What follows belongs to an exercise in optimizing a design on an open flow for a short achievable clock period and few clock cycles; a production flow would make more cautious choices.
Only simulation tests tie the RTL to the original design; equivalence was not proved.

`design.v`:
```
module vig_permcore (
    input  wire       clk,
    input  wire       rst,         
    input  wire       in_valid,
    input  wire [1:0] in_op,       
    input  wire [7:0] in_data,
    input  wire [7:0] in_key,
    output wire       in_ready,
    output reg        out_valid,
    output reg  [7:0] out_data,
    input  wire       out_ready,
    output reg        pvalid
);
    localparam OP_SEED      = 2'd0;
    localparam OP_SEED_LAST = 2'd1;
    localparam OP_ENC       = 2'd2;
    localparam OP_DEC       = 2'd3;
    localparam NS = 32;            
    localparam QN = 40;            
    function automatic [47:0] onehot(input [16:0] t);
        integer k;
        reg [2:0] dg;
        begin
            onehot = 48'd0;
            for (k = 0; k < 6; k = k + 1) begin
                dg = (k == 5) ? {1'b0, t[16:15]} : t[3 * k +: 3];
                onehot[8 * k + dg] = 1'b1;
            end
        end
    endfunction
    reg        in_ready_r;
    reg        a_fire;
    reg  [1:0] a_op;
    reg  [7:0] a_data;
    reg  [7:0] a_key;
    assign in_ready = in_ready_r;
    wire in_fire  = in_valid && in_ready_r && !rst;
    wire out_fire = out_valid && out_ready;
    always @(posedge clk) begin
        a_op   <= in_op;
        a_data <= in_data;
        a_key  <= in_key;
        a_fire <= in_fire;
    end
    wire a_seed = a_fire && (a_op == OP_SEED);
    wire a_last = a_fire && (a_op == OP_SEED_LAST);
    wire a_enc  = a_fire && (a_op == OP_ENC);
    wire a_dec  = a_fire && (a_op == OP_DEC);
    reg  [15:0] h;
    wire [15:0] h_next = {h[10:0], 5'd0} + h + {8'd0, a_data};
    always @(posedge clk) begin
        if (rst)
            h <= 16'd5381;
        else if (a_seed)
            h <= h_next;
        else if (a_last)
            h <= 16'd5381;
    end
    reg         pend;
    reg  [47:0] pend_t;
    wire        gen_free;
    wire        gen_start = gen_free && (a_last || pend);
    wire [47:0] gen_t     = pend ? pend_t : onehot({1'b0, h_next} + 17'd1);
    always @(posedge clk) begin
        if (rst) begin
            pend <= 1'b0;
        end else if (a_last && !gen_free) begin
            pend   <= 1'b1;
            pend_t <= onehot({1'b0, h_next} + 17'd1);
        end else if (gen_start) begin
            pend <= 1'b0;
        end
    end
    wire          asc_v, dsc_v, asc_d1, dsc_d1;
    wire [4:0]    asc_c, dsc_c, asc_c1, dsc_c1;
    wire [63:0]   asc_j, dsc_j;
    wire          asc_free, dsc_free;
    vig_stream #(.ASC(1)) u_asc (
        .clk(clk), .rst(rst), .start(gen_start), .t0_oh(gen_t), .free(asc_free),
        .d1_v(asc_d1), .d1_c(asc_c1), .j_v(asc_v), .j_c(asc_c), .j(asc_j));
    vig_stream #(.ASC(0)) u_dsc (
        .clk(clk), .rst(rst), .start(gen_start), .t0_oh(gen_t), .free(dsc_free),
        .d1_v(dsc_d1), .d1_c(dsc_c1), .j_v(dsc_v), .j_c(dsc_c), .j(dsc_j));
    assign gen_free = asc_free;
    function automatic integer bits(input integer x);
        integer n;
        begin
            bits = 0;
            for (n = x; n > 0; n = n / 2)
                bits = bits + 1;
        end
    endfunction
    wire [2047:0] je;          
    wire [2047:0] jd;          
    assign je[7:0] = 8'd0;
    assign jd[7:0] = 8'd0;
    genvar gi;
    generate
        for (gi = 1; gi < 256; gi = gi + 1) begin : g_j
            localparam integer W  = bits(gi);
            localparam integer CE = gi / 8;             
            localparam integer RE = gi % 8;             
            localparam integer CD = (255 - gi) / 8;     
            localparam integer RD = (255 - gi) % 8;     
            reg [W-1:0] e_r, d_r;
            always @(posedge clk) begin
                if (asc_v && asc_c == CE)
                    e_r <= asc_j[8 * RE +: W];
                if (dsc_v && dsc_c == CD)
                    d_r <= dsc_j[8 * RD +: W];
            end
            assign je[8 * gi +: 8] = e_r;
            assign jd[8 * gi +: 8] = d_r;
        end
    endgenerate
    reg  [NS-1:0]   e_v, d_v;
    reg  [8*NS-1:0] e_y, d_y;
    reg  [8*NS-1:0] d_k;       
    wire [8*NS-1:0] e_nx, d_nx;
    genvar gs, gu;
    generate
        for (gs = 0; gs < NS; gs = gs + 1) begin : g_stage
            wire [7:0] ey [0:8];
            wire [7:0] dy [0:8];
            if (gs == 0) begin : g_in
                assign ey[0] = a_data + a_key;
                assign dy[0] = a_data;
            end else begin : g_mid
                assign ey[0] = e_y[8 * (gs - 1) +: 8];
                assign dy[0] = d_y[8 * (gs - 1) +: 8];
            end
            for (gu = 0; gu < 8; gu = gu + 1) begin : g_unit
                localparam [7:0] IE = 8 * gs + gu;
                localparam [7:0] ID = 255 - 8 * gs - gu;
                wire [7:0] je_i = je[8 * IE +: 8];
                wire [7:0] jd_i = jd[8 * ID +: 8];
                if (IE == 0) begin : g_e0
                    assign ey[gu + 1] = ey[gu];
                end else begin : g_e
                    assign ey[gu + 1] = (ey[gu] == IE)   ? je_i :
                                        (ey[gu] == je_i) ? IE : ey[gu];
                end
                if (ID == 0) begin : g_d0
                    assign dy[gu + 1] = dy[gu];
                end else begin : g_d
                    assign dy[gu + 1] = (dy[gu] == ID)   ? jd_i :
                                        (dy[gu] == jd_i) ? ID : dy[gu];
                end
            end
            assign e_nx[8 * gs +: 8] = ey[8];
            assign d_nx[8 * gs +: 8] = dy[8];
        end
    endgenerate
    always @(posedge clk) begin
        if (rst) begin
            e_v <= {NS{1'b0}};
            d_v <= {NS{1'b0}};
        end else begin
            e_v <= {e_v[NS-2:0], a_enc};
            d_v <= {d_v[NS-2:0], a_dec};
        end
        e_y <= e_nx;
        d_y <= d_nx;
        d_k <= {d_k[8*(NS-1)-1:0], a_key};
    end
    wire       p_v = e_v[NS-1] || d_v[NS-1];
    wire [7:0] p_d = e_v[NS-1] ? e_y[8 * (NS - 1) +: 8]
                               : (d_y[8 * (NS - 1) +: 8] - d_k[8 * (NS - 1) +: 8]);
    reg        busy;
    reg  [5:0] cnt;            
    wire build_done = asc_d1 && (asc_c1 == 5'd0);   
    wire busy_nx    = (in_fire && in_op == OP_SEED_LAST) || (busy && !build_done);
    wire acc        = in_fire && in_op[1];
    wire [5:0] cnt_p1 = cnt + 6'd1;
    wire [5:0] cnt_m1 = cnt - 6'd1;
    wire [5:0] cnt_nx = (acc && !out_fire) ? cnt_p1 : (out_fire && !acc) ? cnt_m1 : cnt;
    always @(posedge clk) begin
        if (rst) begin
            busy       <= 1'b0;
            cnt        <= 6'd0;
            pvalid     <= 1'b0;
            in_ready_r <= 1'b1;
        end else begin
            busy       <= busy_nx;
            cnt        <= cnt_nx;
            in_ready_r <= !busy_nx && (cnt_nx < QN);
            if (build_done)
                pvalid <= 1'b1;
        end
    end
    reg  [8*QN-1:0] qd;
    reg  [5:0]      qw, qr;    
    reg  [5:0]      qc;        
    wire            head_free = !out_valid || out_fire;
    wire            q_pop     = head_free && (qc != 6'd0 || p_v);
    always @(posedge clk) begin
        if (rst) begin
            out_valid <= 1'b0;
            qw        <= 6'd0;
            qr        <= 6'd0;
            qc        <= 6'd0;
        end else begin
            if (head_free) begin
                out_valid <= (qc != 6'd0) || p_v;
                out_data  <= (qc != 6'd0) ? qd[8 * qr +: 8] : p_d;
            end
            if (p_v) begin
                qd[8 * qw +: 8] <= p_d;
                qw <= (qw == QN - 1) ? 6'd0 : qw + 6'd1;
            end
            if (q_pop)
                qr <= (qr == QN - 1) ? 6'd0 : qr + 6'd1;
            qc <= (p_v && !q_pop) ? qc + 6'd1 : (q_pop && !p_v) ? qc - 6'd1 : qc;
        end
    end
endmodule
module vig_stream #(parameter ASC = 0) (
    input  wire        clk,
    input  wire        rst,
    input  wire        start,
    input  wire [47:0] t0_oh,
    output wire        free,      
    output reg         d1_v,      
    output reg  [4:0]  d1_c,
    output wire        j_v,       
    output wire [4:0]  j_c,
    output reg  [63:0] j          
);
    function automatic [47:0] onehot(input [16:0] t);
        integer k;
        reg [2:0] dg;
        begin
            onehot = 48'd0;
            for (k = 0; k < 6; k = k + 1) begin
                dg = (k == 5) ? {1'b0, t[16:15]} : t[3 * k +: 3];
                onehot[8 * k + dg] = 1'b1;
            end
        end
    endfunction
    function automatic [7:0] mod4step(input [7:0] r, input [1:0] bb,
                                      input [8:0] d1, input [9:0] d2, input [10:0] d3);
        reg [9:0]  r4;
        reg [10:0] x1, x2, x3;
        begin
            r4 = {r, bb};
            x1 = {1'b0, r4} - {2'b00, d1};
            x2 = {1'b0, r4} - {1'b0, d2};
            x3 = {1'b0, r4} - d3;
            if (!x3[10])
                mod4step = x3[7:0];
            else if (!x2[10])
                mod4step = x2[7:0];
            else if (!x1[10])
                mod4step = x1[7:0];
            else
                mod4step = r4[7:0];
        end
    endfunction
    function automatic integer pexp(input integer k);
        begin
            if (ASC)
                pexp = (k % 2 == 0) ? 511 - k : 513 - k;
            else
                pexp = k + 1;
        end
    endfunction
    localparam integer STEP = ASC ? 65536 - 16 : 16;    
    reg        run;
    reg  [4:0] c;
    reg  [47:0] t_oh;
    assign free = !run || (c == 5'd31);
    wire [16:0] t_step, t_anc;
    vig_mulmod75 #(.Q(STEP)) u_step (.t_oh(t_oh), .u(t_step), .sb());
    vig_mulmod75 #(.Q(8))    u_anc  (.t_oh(t_oh), .u(t_anc),  .sb());
    reg         g1_v;
    reg  [4:0]  g1_c;
    reg  [95:0] anc_oh;        
    always @(posedge clk) begin
        if (rst) begin
            run  <= 1'b0;
            g1_v <= 1'b0;
        end else begin
            g1_v <= run;
            if (start)
                run <= 1'b1;
            else if (c == 5'd31)
                run <= 1'b0;
        end
        if (start) begin
            t_oh <= t0_oh;
            c    <= 5'd0;
        end else begin
            t_oh <= onehot(t_step);
            c    <= c + 5'd1;
        end
        g1_c          <= c;
        anc_oh[47:0]  <= t_oh;
        anc_oh[95:48] <= onehot(t_anc);
    end
    wire [127:0] gb;           
    genvar gk;
    generate
        for (gk = 0; gk < 16; gk = gk + 1) begin : g_prod
            localparam integer A = (gk >= 8) ? 1 : 0;
            vig_mulmod75 #(.Q(pexp(gk) - 8 * A)) u_prod (
                .t_oh(anc_oh[48 * A +: 48]), .u(), .sb(gb[8 * gk +: 8]));
        end
    endgenerate
    reg          g_v;
    reg  [4:0]   g_c;
    reg  [127:0] g_b;
    reg  [71:0]  g_d1;         
    reg  [87:0]  g_d3;         
    integer m, b;
    reg [8:0] dv;
    always @(posedge clk) begin
        if (rst)
            g_v <= 1'b0;
        else
            g_v <= g1_v;
        g_c <= g1_c;
        g_b <= gb;
        for (m = 0; m < 8; m = m + 1) begin
            if (ASC)
                dv = 8 * g1_c + m + 1;
            else
                dv = 9'd256 - 8 * g1_c - m;
            g_d1[9 * m +: 9]   <= dv;
            g_d3[11 * m +: 11] <= {dv, 1'b0} + dv;
        end
    end
    reg          d2_v;
    reg  [4:0]   d2_c;
    reg  [63:0]  d1_r, d2_r;
    reg  [79:0]  d1_b;         
    reg  [31:0]  d2_b;         
    reg  [71:0]  d1_d1, d2_d1;
    reg  [87:0]  d1_d3, d2_d3;
    reg [7:0]  rr;
    reg [15:0] vv;
    always @(posedge clk) begin
        if (rst) begin
            d1_v <= 1'b0;
            d2_v <= 1'b0;
        end else begin
            d1_v <= g_v;
            d2_v <= d1_v;
        end
        d1_c  <= g_c;
        d2_c  <= d1_c;
        d1_d1 <= g_d1;
        d1_d3 <= g_d3;
        d2_d1 <= d1_d1;
        d2_d3 <= d1_d3;
        for (m = 0; m < 8; m = m + 1) begin
            vv = {g_b[16 * m +: 8], g_b[16 * m + 8 +: 8]};
            rr = 8'd0;
            for (b = 7; b >= 5; b = b - 1)
                rr = mod4step(rr, vv[2 * b +: 2],
                              g_d1[9 * m +: 9], {g_d1[9 * m +: 9], 1'b0}, g_d3[11 * m +: 11]);
            d1_r[8 * m +: 8]   <= rr;
            d1_b[10 * m +: 10] <= vv[9:0];
            rr = d1_r[8 * m +: 8];
            for (b = 4; b >= 2; b = b - 1)
                rr = mod4step(rr, d1_b[10 * m + 2 * b +: 2],
                              d1_d1[9 * m +: 9], {d1_d1[9 * m +: 9], 1'b0}, d1_d3[11 * m +: 11]);
            d2_r[8 * m +: 8] <= rr;
            d2_b[4 * m +: 4] <= d1_b[10 * m +: 4];
        end
    end
    assign j_v = d2_v;
    assign j_c = d2_c;
    integer m3, b3;
    reg [7:0] rr3;
    always @(*) begin
        for (m3 = 0; m3 < 8; m3 = m3 + 1) begin
            rr3 = d2_r[8 * m3 +: 8];
            for (b3 = 1; b3 >= 0; b3 = b3 - 1)
                rr3 = mod4step(rr3, d2_b[4 * m3 + 2 * b3 +: 2],
                               d2_d1[9 * m3 +: 9], {d2_d1[9 * m3 +: 9], 1'b0},
                               d2_d3[11 * m3 +: 11]);
            j[8 * m3 +: 8] = rr3;
        end
    end
endmodule
module vig_mulmod75 #(parameter Q = 1) (
    input  wire [47:0] t_oh,
    output wire [16:0] u,
    output wire [7:0]  sb
);
    function automatic [16:0] wconst(input integer q, input integer k, input integer dg);
        integer n, e;
        reg [40:0] acc, base;
        begin
            acc  = dg;
            for (n = 0; n < 3 * k; n = n + 1)
                acc = (acc * 2) % 65537;
            base = 75;
            e    = q;
            while (e > 0) begin
                if (e % 2 == 1)
                    acc = (acc * base) % 65537;
                base = (base * base) % 65537;
                e    = e / 2;
            end
            wconst = acc[16:0];
        end
    endfunction
    function automatic [19:0] ks20(input [19:0] a, input [19:0] b);
        reg [19:0] g, p, g2, p2;
        integer i, d;
        begin
            g = a & b;
            p = a ^ b;
            ks20 = p;
            for (d = 1; d < 20; d = d * 2) begin
                g2 = g;
                p2 = p;
                for (i = d; i < 20; i = i + 1) begin
                    g2[i] = g[i] | (p[i] & g[i - d]);
                    p2[i] = p[i] & p[i - d];
                end
                g = g2;
                p = p2;
            end
            ks20 = ks20 ^ {g[18:0], 1'b0};
        end
    endfunction
    wire [17*6-1:0] term;
    genvar gk;
    generate
        for (gk = 0; gk < 6; gk = gk + 1) begin : g_dig
            localparam [16:0] W1 = wconst(Q, gk, 1);
            localparam [16:0] W2 = wconst(Q, gk, 2);
            localparam [16:0] W3 = wconst(Q, gk, 3);
            localparam [16:0] W4 = wconst(Q, gk, 4);
            localparam [16:0] W5 = wconst(Q, gk, 5);
            localparam [16:0] W6 = wconst(Q, gk, 6);
            localparam [16:0] W7 = wconst(Q, gk, 7);
            wire [7:0] oh = t_oh[8 * gk +: 8];
            assign term[17 * gk +: 17] =
                ({17{oh[1]}} & W1) | ({17{oh[2]}} & W2) | ({17{oh[3]}} & W3) |
                ({17{oh[4]}} & W4) | ({17{oh[5]}} & W5) | ({17{oh[6]}} & W6) |
                ({17{oh[7]}} & W7);
        end
    endgenerate
    wire [19:0] x0 = term[0 +: 17],  x1 = term[17 +: 17], x2 = term[34 +: 17],
                x3 = term[51 +: 17], x4 = term[68 +: 17], x5 = term[85 +: 17];
    wire [19:0] s1a = x0 ^ x1 ^ x2;
    wire [19:0] c1a = ((x0 & x1) | (x0 & x2) | (x1 & x2)) << 1;
    wire [19:0] s1b = x3 ^ x4 ^ x5;
    wire [19:0] c1b = ((x3 & x4) | (x3 & x5) | (x4 & x5)) << 1;
    wire [19:0] s2  = s1a ^ c1a ^ s1b;
    wire [19:0] c2  = ((s1a & c1a) | (s1a & s1b) | (c1a & s1b)) << 1;
    wire [19:0] s3  = s2 ^ c2 ^ c1b;
    wire [19:0] c3  = ((s2 & c2) | (s2 & c1b) | (c2 & c1b)) << 1;
    wire [19:0] sum = ks20(s3, c3);
    wire [16:0] lo  = {1'b0, sum[15:0]};
    wire [2:0]  hi  = sum[18:16];                   
    wire        neg = (sum[15:3] == 13'd0) && (sum[2:0] < hi);
    wire [16:0] dif = lo - {14'd0, hi};
    assign u  = neg ? dif + 17'd65537 : dif;
    assign sb = neg ? (sum[7:0] - {5'd0, hi}) : (sum[7:0] - {5'd0, hi} - 8'd1);
endmodule
```
`constraint.sdc`:
```
create_clock -name core_clock -period 55.0 [get_ports {clk}]
set_input_delay 11.0000 -clock core_clock [delete_from_list [all_inputs] [get_ports {clk}]]
set_output_delay 11.0000 -clock core_clock [all_outputs]
set_load 0.01 [all_outputs]
```
`run.sh`:
```
#!/bin/bash
# synth_recipe.tcl (not shown) runs the flow's synth.tcl, then flattens the netlist and writes it again
# the make line also repeats each setting of config.mk as NAME=value (left out here)
make -C /OpenROAD-flow-scripts/flow DESIGN_CONFIG=/design/flow/config.mk WORK_HOME=/design/flow/orfs CLKGATE_MAP_FILE= SYNTH_SCRIPT=/design/flow/synth_recipe.tcl finish
```
`config.mk`:
```
export PLATFORM = sky130hd
export DESIGN_NAME = vig_permcore
export DESIGN_NICKNAME = vig_permcore
export VERILOG_FILES = /design/flow/design.v
export SDC_FILE = /design/flow/constraint.sdc
export NUM_CORES = 8
export LEC_CHECK = 0
export ABC_CLOCK_PERIOD_IN_PS = 8000
export CAP_MARGIN = 50
export CORE_MARGIN = 2
export CORE_UTILIZATION = 30
export PLACE_DENSITY = 0.5
export SLEW_MARGIN = 70
```
==> flow_summary.yaml <==
clocking:
  cts_buffers: 743
  clockRootBuffer: "clkbuf_16"
  cts_num_sinks: 6134
  ctsResizeCount: 0
  cts.clk_slew.worst_paths_ps: 60
  clockBufferDepth: 5
  tritoncts: "done"
  insertion_delay_ps: 1280
  ctsHtreeMaxLevel: 6
  cts_setup_buffers: 0
  holdBufCountCts: 0
detailed_routing:
  dr.pass1.iters: 10
  route.detailed.drc: 0
  via_per_inst: 5.69
  drtAntennaViolNets: 1
  routed_wl_um: 2100000
  via_count: 483579
  drt_iter0_markers: 54304
  post_drt_wl_per_cell_um: 24.7
sta:
  slew_headroom_pct: 62.9
  drv_slew: 0
  hold_viol: 0
  setup_viol: 0
  min_period_ps: 13100
  fin_crit_sh_pct: 23.8
  finClkSkew_ps: 162
  rsz0062_at_grt: "false"
  worstMarginPinSlew_ps: 551
  fmax_mhz: 76.3
  tns_ps: 0
worst_setup_path:
  crit_family: "buffers and inverters"
  critPathKind: "flop to output port"
  required_ps: 44000
  r2r-start: "u_asc.t_oh[14]"
  r2r_slack_ps: 44250
  start_kind: "flop"
  cp_cell_sequence: "clkdlybuf4s50_1"
  critPathBufInv: 1
  critPathCaptureType: "output port"
  crit_fanout: 3
  r2r_end: "u_asc.t_oh[28]"
  slowest_stage: "clkdlybuf4s50_1"
  arrival_ps: 2100
  reg2reg_depth: 45
  cp_slowest_stage_delay_ps: 550
min_path:
  hold_end: "u_asc.d1_b[17]"
  min_from: "u_asc.g_b[31]"
  hold_path.class: "flop to flop"
  min_path_cells: 0
place:
  place_hpwl_um: 1620000
  io_buffer_count: 32
  dp.cells: 83100
  gp_congestion: 0.994
  dpl_cell_area_um2: 592000
outcome:
  violatedChecks: "antenna violations"
  outcome: "complete, but fails checks"
floorplan:
  dieArea_um2: 1780000
  initial_utilization_pct: 30.0
  die_h_um: 1340
  core_um2: 1770000
  io_pins: 33
  die_x_um: 1340
  core.rowCount: 489
global_routing:
  overflow: 0
  track_usage_pct: 22.4
  antenna_found_initial: 345
  grt_max_degree: 57
  grt_pass1_wl_um: 3060000
  grt_pass1_vias: 456783
logic_synthesis:
  ys_seq_area_share_pct: 30.5
  synth-main-ff-cell: "edfxtp_1"
  synth_seq_cells: 6134
  synth.top_cell.area_share_pct: 22.3
  syn_area_per_cell_um2: 9.00
  yosys_warnings: 29
  ys_top_cells_by_area: "edfxtp_1 22%, dfxtp_1 8.2%, fa_1 8.2%"
  synth_edf_count: 3956
  synth_area_um2: 532000
  yosysUniqueCellTypes: 140
  async_flop_share_pct: 0
  synth_area_leader_cell: "edfxtp_1"
  syn_inst: 59126
job:
  cap_violations: 0
cells_and_area:
  nNetsFinal: 66003
  layout_commonest_cell: "inv_1"
  instances_no_fill: 84947
  final_core_util_pct: 35.3
  num-fill-cells: 179838
  drive_above_1_share_pct: 12.5
  syn_to_final_growth_pct: 17.6
  final_cell_area_um2: 625000
  layout_common_cells: "7,132 x inv_1, 3,956 x edfxtp_1, 3,547 x a21oi_1"
cell usage after synthesis, drive strengths merged, types with 264 or more instances:
cell / number
nor4: 709
nand4: 576
a21boi: 279
a21o: 974
a22oi: 753
and2: 610
a211o: 264
dfxtp: 2178
nor2b: 586
a21oi: 3791
o21a: 573
ha: 3348
xnor2: 2196
or2: 495
or4: 364
o21bai: 445
clkbuf: 1329
a31oi: 566
nor3: 1263
a211oi: 747
inv: 7267
nand2b: 855
a22o: 442
o21ai: 3092
and3: 408
a221oi: 364
nor2: 3623
nand2: 3440
or3: 815
nand3: 942
xor2: 1111
mux2i: 531
a2bb2oi: 281
o31ai: 359
fa: 2166
o221ai: 466
o211ai: 588
edfxtp: 3956
o22ai: 1485
layer usage:
layer  vias up  routed length [um]  GRT usage [%]
met1    234962              902000           30.4
met3      4171              171000           3.79
met4        44              104000           9.72
met5         -                 318              0
li1     222925                   -              -
met2     21477              920000           34.9
final cells by class:
type / instances / area (um^2) / share of cell area [%]
Multi-Input combinational cell: 44206 / 358000 / 57.2
Sequential cell: 6134 / 163000 / 26.0
Tap cell: 23568 / 29500 / 4.72
Inverter: 7273 / 27300 / 4.37
Timing Repair Buffer: 2109 / 21600 / 3.45
Clock buffer: 972 / 20800 / 3.33
Clock inverter: 417 / 4840 / 0.773
Antenna cell: 268 / 671 / 0.107
state kept, by name (all words and copies together), names as in the netlist, 80 cells and up:
signal and flops:
u_asc.d1_b 80, g_j.d_r 1793, d_y 256, e_y 256, u_dsc.g_b 128, u_asc.g_b 128
qd 320, u_dsc.anc_oh 84, u_dsc.d1_b 80, g_j.e_r 1793, u_asc.anc_oh 84, d_k 256
worst max path at each step:
stage | start | to | cells past startpoint | slack [ps]
after CTS | out_valid | out_valid | 1 | 41800
final | out_valid | out_valid | 1 | 41900
after detailed placement | rst | qd[245] | 11 | 40870
after global placement | rst | qd[245] | 6 | 40080
after global routing | out_valid | out_valid | 1 | 41820
after floorplan | rst | qd[0] | 4 | 29140
cell families after synthesis:
| group | share of synthesized area, % |
|---|---|
| compound gates | 24.5 |
| simple gates | 15.3 |
| buf+inv | 6.28 |
| flops | 30.5 |
| fa+ha+maj | 16.0 |
| xor+xnor | 5.45 |
| mux | 1.88 |
| other cells | 0.000705 |
metrics by stage:
stage	worst slack (ps)	hold slack, ps
floorplan	29140	310
global placement	40080	310
detailed placement	40870	312
CTS	41800	307
global route	41820	315
finish	41900	299
Testbench counts, summed over its fixed seeds: cycles 15,965.

-- re-timing with driven ports --
No port has a modelled driver above. Below, the same layout with a new extraction and two added sets of constraints. Step 1 assumes that a clkbuf_16 drives the clock port and a buf_2 every other input. Step 2 adds t to the input delays and takes it off the output delays; t is the mean of the earliest and latest rising clock arrival at the registers after step 1. Input paths then give back, and output paths get back, about the clock's delay inside the block. a / b / c = no drivers / after step 1 / after step 2; a / b = the first two.
shift t [ns]: 1.395
setup slack, ns: 41.901 / 41.706 / 40.692
worst hold slack (ns): 0.299 / 0.299 / 0.299
For this run, drivers alone change the setup slack by -0.195 ns; drivers and shift together by -1.209 ns.
